Source: an optimization exercise on an open RTL-to-GDS flow (aim: small area, a short achievable clock period and few clock cycles). Production flows keep margins and buffers that such runs may drop. Function was checked by simulation only, so behaviour that the tests miss may differ from the original.

--- design/flow/run.sh ---
#!/bin/bash
# synth_recipe.tcl (not shown) runs the flow's synth.tcl, then flattens the netlist and writes it again
# the make line also repeats each setting of config.mk as NAME=value (left out here)
make -C /OpenROAD-flow-scripts/flow DESIGN_CONFIG=/design/flow/config.mk WORK_HOME=/design/flow/orfs CLKGATE_MAP_FILE= SYNTH_SCRIPT=/design/flow/synth_recipe.tcl finish
--- design/flow/config.mk ---
export PLATFORM = sky130hd
export DESIGN_NAME = dspu
export DESIGN_NICKNAME = dspu
export VERILOG_FILES = /design/flow/design.v
export SDC_FILE = /design/flow/constraint.sdc
export NUM_CORES = 4
export LEC_CHECK = 0
export CAP_MARGIN = 35
export CORE_MARGIN = 2
export CORE_UTILIZATION = 40
export SLEW_MARGIN = 30
--- design/flow/constraint.sdc ---
create_clock -name core_clock -period 12.0 [get_ports {clk}]
set_input_delay 2.4000 -clock core_clock [delete_from_list [all_inputs] [get_ports {clk}]]
set_output_delay 2.4000 -clock core_clock [all_outputs]
set_load 0.01 [all_outputs]
--- design/flow/design.v ---
module dspu (
    input  wire        clk,
    input  wire        rst,
    input  wire        cmd_valid,
    output wire        cmd_ready,
    input  wire [3:0]  cmd_op,
    input  wire [4:0]  cmd_len,
    input  wire        cmd_cplx,
    input  wire [4:0]  cmd_ebn0,
    input  wire        in_valid,
    output wire        in_ready,
    input  wire        in_bit,
    input  wire [15:0] in_i,
    input  wire [15:0] in_q,
    input  wire [11:0] in_zi,
    input  wire [11:0] in_zq,
    output wire        out_valid,
    input  wire        out_ready,
    output wire        out_end,
    output wire [1:0]  out_status,
    output reg         out_bit,
    output reg  [15:0] out_i,
    output reg  [15:0] out_q,
    output reg         out_cplx
);
    localparam LMAX = 16;
    localparam [2:0] S_IDLE = 3'd0,
                     S_LOAD = 3'd1,
                     S_POW  = 3'd2,
                     S_DIV  = 3'd3,
                     S_MUL  = 3'd4,
                     S_SQRT = 3'd5,
                     S_OUT  = 3'd6,
                     S_END  = 3'd7;
    localparam [1:0] ST_OK = 2'd0, ST_ILLEGAL = 2'd1, ST_LENGTH = 2'd2;
    reg [2:0]  state;
    reg [3:0]  op;
    reg [4:0]  n;
    reg        cplx;
    reg [4:0]  ebn0;
    reg [1:0]  status;
    reg [15:0] bits;
    reg [15:0] buf_i  [0:LMAX-1];
    reg [15:0] buf_q  [0:LMAX-1];
    reg [11:0] buf_zi [0:LMAX-1];
    reg [11:0] buf_zq [0:LMAX-1];
    reg [4:0]  cnt;         
    reg [5:0]  iter;        
    reg [5:0]  grp;         
    reg [2:0]  sub;         
    reg [5:0]  ngroups;     
    reg [2:0]  sublast;     
    reg [35:0] acc;         
    reg [7:0]  rem;
    reg [35:0] quo;
    reg [35:0] sq_op;
    reg [35:0] sq_res;
    reg [35:0] sq_one;
    wire [1:0] c_f = cmd_op[3:2];
    wire [1:0] c_s = cmd_op[1:0];
    wire c_illegal = (c_f == 2'b00) ? c_s[1] : (c_s == 2'b11);
    function [5:0] groups_of(input [3:0] o, input [4:0] len);
        begin
            case (o)
                4'b0000: groups_of = ({1'b0, len} + 6'd3) >> 2;                   
                4'b0001: groups_of = (len >= 5'd14) ? 6'd2 : (len >= 5'd7) ? 6'd1 : 6'd0;  
                4'b0101: groups_of = ({1'b0, len} + 6'd1) >> 1;                   
                4'b0110: groups_of = ({1'b0, len} + 6'd3) >> 2;                   
                default: groups_of = {1'b0, len};
            endcase
        end
    endfunction
    function [2:0] sublast_of(input [3:0] o);
        begin
            case (o)
                4'b0000: sublast_of = 3'd6;    
                4'b0001: sublast_of = 3'd3;    
                4'b1001: sublast_of = 3'd1;    
                4'b1010: sublast_of = 3'd3;    
                default: sublast_of = 3'd0;
            endcase
        end
    endfunction
    localparam [21*32-1:0] INV_LIN = {
        21'd833,    
        21'd1049,    
        21'd1320,    
        21'd1662,    
        21'd2092,    
        21'd2634,    
        21'd3316,    
        21'd4174,    
        21'd5255,    
        21'd6616,    
        21'd8329,    
        21'd10486,    
        21'd13201,    
        21'd16619,    
        21'd20922,    
        21'd26339,    
        21'd33159,    
        21'd41745,    
        21'd52553,    
        21'd66161,    
        21'd83291,    
        21'd104858,    
        21'd132008,    
        21'd166188,    
        21'd209218,    
        21'd263390,    
        21'd331589,    
        21'd417446,    
        21'd525533,    
        21'd661607,    
        21'd832914,    
        21'd1048576    
    };
    function [15:0] qam_lvl(input a, input b);
        begin
            case ({a, b})
                2'b00: qam_lvl = 16'hFD00;    
                2'b01: qam_lvl = 16'hFF00;    
                2'b11: qam_lvl = 16'h0100;    
                default: qam_lvl = 16'h0300;  
            endcase
        end
    endfunction
    wire [7:0] divisor = {3'b000, n} << (op[1:0] + {1'b0, cplx});
    wire [8:0] rem_sh  = {rem, acc[35]};
    wire       rem_ge  = rem_sh >= {1'b0, divisor};
    wire [31:0] sq_i = $signed(buf_i[cnt[3:0]]) * $signed(buf_i[cnt[3:0]]);
    wire [31:0] sq_q = $signed(buf_q[cnt[3:0]]) * $signed(buf_q[cnt[3:0]]);
    wire [20:0] inv_lin  = INV_LIN[21*ebn0 +: 21];
    wire [56:0] var_prod = quo * inv_lin;
    wire [35:0] sq_trial = sq_res + sq_one;
    wire [17:0] sigma    = sq_res[17:0];    
    wire last_beat = (sub == sublast) && (grp == ngroups - 6'd1);
    assign cmd_ready  = (state == S_IDLE);
    assign in_ready   = (state == S_LOAD);
    assign out_valid  = (state == S_OUT) || (state == S_END);
    assign out_end    = (state == S_END);
    assign out_status = status;
    always @(posedge clk) begin
        if (rst) begin
            state <= S_IDLE;
        end else begin
            case (state)
                S_IDLE: if (cmd_valid) begin
                    op      <= cmd_op;
                    n       <= cmd_len;
                    cplx    <= cmd_cplx;
                    ebn0    <= cmd_ebn0;
                    bits    <= 16'd0;
                    cnt     <= 5'd0;
                    grp     <= 6'd0;
                    sub     <= 3'd0;
                    ngroups <= groups_of(cmd_op, cmd_len);
                    sublast <= sublast_of(cmd_op);
                    if (c_illegal) begin
                        status <= ST_ILLEGAL;
                        state  <= S_END;
                    end else if (cmd_len > LMAX) begin
                        status <= ST_LENGTH;
                        state  <= S_END;
                    end else begin
                        status <= ST_OK;
                        state  <= (cmd_len == 5'd0) ? S_END : S_LOAD;
                    end
                end
                S_LOAD: if (in_valid) begin
                    bits[cnt[3:0]]   <= in_bit;
                    buf_i[cnt[3:0]]  <= in_i;
                    buf_q[cnt[3:0]]  <= cplx ? in_q : 16'd0;
                    buf_zi[cnt[3:0]] <= in_zi;
                    buf_zq[cnt[3:0]] <= in_zq;
                    if (cnt == n - 5'd1) begin
                        cnt <= 5'd0;
                        acc <= 36'd0;
                        if (op[3:2] == 2'b11)
                            state <= S_POW;
                        else
                            state <= (groups_of(op, n) == 6'd0) ? S_END : S_OUT;
                    end else begin
                        cnt <= cnt + 5'd1;
                    end
                end
                S_POW: begin
                    acc <= acc + {4'd0, sq_i} + {4'd0, sq_q};
                    if (cnt == n - 5'd1) begin
                        rem   <= 8'd0;
                        quo   <= 36'd0;
                        iter  <= 6'd0;
                        state <= S_DIV;
                    end else begin
                        cnt <= cnt + 5'd1;
                    end
                end
                S_DIV: begin
                    rem  <= rem_ge ? (rem_sh - {1'b0, divisor}) : rem_sh[7:0];
                    quo  <= {quo[34:0], rem_ge};
                    acc  <= {acc[34:0], 1'b0};
                    iter <= iter + 6'd1;
                    if (iter == 6'd35)
                        state <= S_MUL;
                end
                S_MUL: begin
                    sq_op  <= var_prod[55:20];
                    sq_res <= 36'd0;
                    sq_one <= 36'h4_0000_0000;
                    iter   <= 6'd0;
                    state  <= S_SQRT;
                end
                S_SQRT: begin
                    if (sq_op >= sq_trial) begin
                        sq_op  <= sq_op - sq_trial;
                        sq_res <= (sq_res >> 1) + sq_one;
                    end else begin
                        sq_res <= sq_res >> 1;
                    end
                    sq_one <= sq_one >> 2;
                    iter   <= iter + 6'd1;
                    if (iter == 6'd17)
                        state <= S_OUT;
                end
                S_OUT: begin
                    if (out_ready) begin
                        if (sub == sublast) begin
                            sub <= 3'd0;
                            grp <= grp + 6'd1;
                        end else begin
                            sub <= sub + 3'd1;
                        end
                        if (last_beat)
                            state <= S_END;
                    end
                end
                S_END: if (out_ready) state <= S_IDLE;
                default: state <= S_IDLE;
            endcase
        end
    end
    wire [31:0] xb = {16'd0, bits};
    wire [4:0] hb = {grp[2:0], 2'b00};
    wire e_d1 = xb[hb];
    wire e_d2 = xb[hb + 5'd1];
    wire e_d3 = xb[hb + 5'd2];
    wire e_d4 = xb[hb + 5'd3];
    wire [6:0] enc_blk = {e_d4, e_d3, e_d2, e_d2 ^ e_d3 ^ e_d4, e_d1,
                          e_d1 ^ e_d3 ^ e_d4, e_d1 ^ e_d2 ^ e_d4};
    wire [4:0] db = grp[0] ? 5'd7 : 5'd0;
    wire [6:0] dec_c = xb[db +: 7];
    wire s1 = dec_c[0] ^ dec_c[2] ^ dec_c[4] ^ dec_c[6];
    wire s2 = dec_c[1] ^ dec_c[2] ^ dec_c[5] ^ dec_c[6];
    wire s3 = dec_c[3] ^ dec_c[4] ^ dec_c[5] ^ dec_c[6];
    wire [2:0] pos = {s3, s2, s1};
    wire [6:0] flip = (pos == 3'd0) ? 7'd0 : (7'd1 << (pos - 3'd1));
    wire [6:0] dec_fix = dec_c ^ flip;
    wire [3:0] dec_nib = {dec_fix[6], dec_fix[5], dec_fix[4], dec_fix[2]};
    wire [15:0] cur_i = buf_i[grp[3:0]];
    wire [15:0] cur_q = buf_q[grp[3:0]];
    wire signed [30:0] noise_i = $signed({1'b0, sigma}) * $signed(buf_zi[grp[3:0]]);
    wire signed [30:0] noise_q = $signed({1'b0, sigma}) * $signed(buf_zq[grp[3:0]]);
    wire [30:0] noise_i_sh = noise_i >>> 8;
    wire [30:0] noise_q_sh = noise_q >>> 8;
    wire i_pos   = !cur_i[15] && (cur_i != 16'd0);
    wire q_pos   = !cur_q[15] && (cur_q != 16'd0);
    wire i_small = ($signed(cur_i) < 16'sd512) && ($signed(cur_i) > -16'sd512);
    wire q_small = ($signed(cur_q) < 16'sd512) && ($signed(cur_q) > -16'sd512);
    always @(*) begin
        out_bit  = 1'b0;
        out_i    = 16'd0;
        out_q    = 16'd0;
        out_cplx = 1'b0;
        case (op)
            4'b0000: out_bit = enc_blk[sub];
            4'b0001: out_bit = dec_nib[sub[1:0]];
            4'b0100: begin
                out_i = xb[grp[3:0]] ? 16'h0100 : 16'hFF00;
            end
            4'b0101: begin
                out_i    = xb[{grp[3:0], 1'b0}]        ? 16'h0100 : 16'hFF00;
                out_q    = xb[{grp[3:0], 1'b1}]        ? 16'h0100 : 16'hFF00;
                out_cplx = 1'b1;
            end
            4'b0110: begin
                out_i    = qam_lvl(xb[hb], xb[hb + 5'd1]);
                out_q    = qam_lvl(xb[hb + 5'd2], xb[hb + 5'd3]);
                out_cplx = 1'b1;
            end
            4'b1000: out_bit = !cur_i[15];
            4'b1001: out_bit = sub[0] ? !cur_q[15] : !cur_i[15];
            4'b1010: begin
                case (sub[1:0])
                    2'd0: out_bit = i_pos;
                    2'd1: out_bit = i_small;
                    2'd2: out_bit = q_pos;
                    default: out_bit = q_small;
                endcase
            end
            default: begin
                out_i    = cur_i + noise_i_sh[15:0];
                out_q    = cplx ? (cur_q + noise_q_sh[15:0]) : 16'd0;
                out_cplx = cplx;
            end
        endcase
    end
endmodule
==> run summary <==
-- layout by cell type (no fill, tap or decap), types with 22 or more instances in the layout --
cell type / count
buf_12: 23
edfxtp_1: 1127
o21ai_1: 22
mux4_2: 451
nand2b_1: 78
xor2_1: 146
inv_1: 1686
fa_1: 1443
o21a_1: 41
xnor2_1: 208
nor3_1: 69
ha_1: 626
nand4_1: 22
nand3_1: 65
nand2_1: 1175
clkinv_1: 36
buf_4: 240
o21ai_0: 170
and2_1: 435
a31oi_1: 50
a211oi_1: 32
o31ai_1: 27
mux2i_1: 31
nor2_1: 378
nor2b_1: 54
a21oi_1: 216
clkbuf_16: 144
and3_1: 68
a21o_1: 87
o21bai_1: 28
clkdlybuf4s50_1: 113
-- worst max-delay path by stage --
stage	startpoint	to	slack, ns	cells past startpoint
2_1_floorplan	flip-flop	out_q[15]	0.59	37
3_3_place_gp	flip-flop	out_i[14]	0.21	33
3_5_place_dp	flip-flop	out_i[14]	0.23	33
4_1_cts	flip-flop	out_i[14]	0.03	34
5_1_grt	flip-flop	out_q[14]	-0.08	35
6_report	flip-flop	out_i[9]	0.24	28
-- tightest hold or removal path, stage by stage (launching register included) --
cell and delay [ns]:
edfxtp_1 0.37, nand2_1 0.05, o21ai_0 0.07
-- kinds of logic after synthesis --
group | share of synthesized area
AND/OR/NAND/NOR | 0.104
buffers and inverters | 0.0740
flip-flops | 0.310
AO/OA/AOI/OAI | 0.0517
XOR/XNOR | 0.0285
adder cells (fa/ha/maj) | 0.335
multiplexers | 0.0967
-- metal layers --
layer	track usage	part of all wire
met1	0.293	0.42
met2	0.356	0.47
met3	0.0339	0.069
met4	0.0819	0.042
met5	0	0.00029
-- timing repair --
action,4_1_cts,5_1_grt
pin swaps,2,12
buffers inserted,49,31
hold buffers,0,0
resized for setup,25,47
gates cloned,3,4
setup endpoints to repair,11,17
-- area by class of cell --
class | instances | area (sq um) | area share
multi-input combinational | 6275 | 68100 | 0.561
sequential | 1138 | 34100 | 0.281
inverter | 1691 | 6350 | 0.0523
tap | 3589 | 4490 | 0.0370
timing repair buffer | 416 | 4050 | 0.0333
clock buffer | 159 | 3600 | 0.0296
clock inverter | 74 | 692 | 0.00570
antenna | 10 | 25.0 | 0.000206
-- flip-flops by register name, indices dropped and copies added, names as in the netlist, 5 cells and up, named ones only --
signal,flops
acc,36
buf_zi,192
sq_res,36
n,5
buf_zq,192
rem,8
grp,6
iter,6
ngroups,5
buf_q,256
cnt,5
ebn0,5
bits,16
quo,36
sq_op,36
buf_i,256
sq_one,18
-- stage by stage --
stage	TNS, ns	setup slack [ns]
detailed placement	0	0.228
finish	0	0.244
CTS	0	0.0257
global placement	0	0.207
global route	-0.212	-0.0773
floorplan	0	0.588
==> metrics.log <==
[metrics] share of async-settable or async-resettable flops after synthesis: 0
[metrics] Bufs and invs on worst path: 5
[metrics] most frequent cell after synthesis: inv_1
[metrics] Worst Path Required: 9.60 ns
[metrics] portion of the post-synthesis area used by sequential elements: 0.310
[metrics] Non-Filler Cell Area, Final: 0.121 sq mm
[metrics] Synth Register Bits: 1,138
[metrics] via count of the routed design: 72,300
[metrics] Synth Area per Inst: 11.5 sq um
[metrics] Worst setup SP type: flip-flop
[metrics] cell depth of the worst hold path: 2
[metrics] worst hold margin: 0.562 ns
[metrics] clock slew at the register clock pins of the worst setup and hold paths: 0.09 ns
[metrics] total CTS buffers: 139
[metrics] Post-Synthesis Net Count: 11,700
[metrics] CP max FO: 10
[metrics] GRT Overall Usage: 0.218
[metrics] buffers added on ports: 116
[metrics] slowest cell on the critical path: mux4_2
[metrics] die height: 528 um
[metrics] category of the critical setup timing path: flip-flop to output pin
[metrics] die footprint: 0.279 sq mm
[metrics] routed wirelength normalized by instance count: 22.4 um
[metrics] cell family with most CP delay: adder cells
[metrics] number of enable flip-flop cells after synthesis: 1,127
[metrics] setup violation total in the final timing report: 0
[metrics] post-route clock period utilization: 0.980
[metrics] maximum number of pins on one net before global-route repair: 74
[metrics] DRC violation total after the first TritonRoute iteration: 5,952
[metrics] top area cells in the synthesized netlist: edfxtp_1 31%, fa_1 26%, mux4_2 9.3%
[metrics] count of distinct cell types in the synthesized netlist: 88
[metrics] leading register cell type out of synthesis: edfxtp_1
[metrics] maximum clock skew at final layout: 0.0764 ns
[metrics] delay of the slowest cell on the worst path: 0.68 ns
[metrics] # rows: 192
[metrics] number of endpoints with negative hold slack in the final report: 0
[metrics] global placer's final weighted congestion: 0.896
[metrics] final net count: 11,800
[metrics] worst-case register-to-register setup slack: 0.73 ns
[metrics] worst min-delay path category: flip-flop to flip-flop
[metrics] CTS H-tree lvls: 4
[metrics] run status: complete, no violations
[metrics] transition time at the pin with the least slew margin: 0.954 ns
[metrics] unrepaired setup endpoints after global routing: true
[metrics] Critical Path End Type: output pin
[metrics] final cell count without fillers: 13,400
[metrics] via count of the first global-routing pass: 77,800
[metrics] starting density of the core: 0.402
[metrics] top cell types by occurrence after synthesis: 1,686 x inv_1, 1,444 x fa_1, 1,177 x nand2_1
[metrics] antenna violation net count after detailed routing: 0
[metrics] post-detailed-route DRC marker count: 0
[metrics] critical path data arrival time: 9.36 ns
[metrics] cell repeated most along the worst path: fa_1
[metrics] area of the mapped netlist: 0.110 sq mm
[metrics] number of max-capacitance violations reported: 0
[metrics] CTS Sinks: 1,138
[metrics] Core Box Area: 0.273 sq mm
[metrics] fill cell count: 24,900
[metrics] post-synthesis cell type with the largest combined area: edfxtp_1
[metrics] endpoint of the most critical register-to-register path: acc[35]
[metrics] tightest slew margin relative to the limit: 0.364
[metrics] mean number of vias per cell: 5.42
[metrics] DP Area: 0.116 sq mm
[metrics] Detailed Place HPWL: 218,000 um
[metrics] Post-Route Utilization: 0.444
[metrics] Highest Clock Rate: 0.0851 GHz
[metrics] root cell of the clock tree: clkbuf_16
[metrics] maximum clock insertion buffer count: 4
[metrics] startpoint of the worst hold path: acc[9]
[metrics] first-pass detailed-route iteration total: 5
[metrics] ports placed on the boundary: 117
[metrics] clock latency at the later pin of the worst-skew pair: 0.82 ns
[metrics] synth warn: 1
[metrics] die extent in x: 528 um
[metrics] minimum clock period after layout: 11.76 ns
[metrics] final number of max-transition violations: 0
[metrics] growth of design area from synthesis to finish: 10.6%
[metrics] R2R depth: 37
[metrics] share of the synthesized area in the top cell type: 0.308
[metrics] aggregate global routing overflow: 0
[metrics] clock tree from TritonCTS: done
[metrics] fraction of layout cells with a size suffix above 1: 0.110
[metrics] global-route wire length before repair: 466,000 um
[metrics] Routed WL: 300,000 um
[metrics] initial antenna violation count: 31
[metrics] Endpoint, Worst Hold: acc[10]
[metrics] instance count of the mapped netlist: 9,545
[metrics] number of cells after detailed placement: 13,000
Testbench counts, summed over its fixed seeds: cycles 58,053.

[afterwards: timing with drivers on the ports]
The flow's constraints put no driver on any port. The routed layout listed below was extracted and timed again, unchanged, in two steps.
Step 1 sets driving cells, clkbuf_16 on the clock port and buf_2 on the other inputs (assumed; they add their load-dependent delay and slew).
Step 2 adds t to the input delays and takes it off the output delays; t is the mean of the earliest and latest rising clock arrival at the registers after step 1. Input paths then give back, and output paths get back, about the clock's delay inside the block.
Slacks: ideal ports / drivers / drivers and shift; pairs: ideal ports / drivers.
t (ns): 0.886
slack for setup (ns): 0.244 / 0.145 / 0.728
hold WS [ns]: 0.562 / 0.562 / 0.562
slew at the worst register clock pin (ns): 0.09 / 0.09
After both steps setup and hold are still met in this run. The setup slack of this run moves by -0.099 ns with the drivers and by +0.484 ns with both steps.
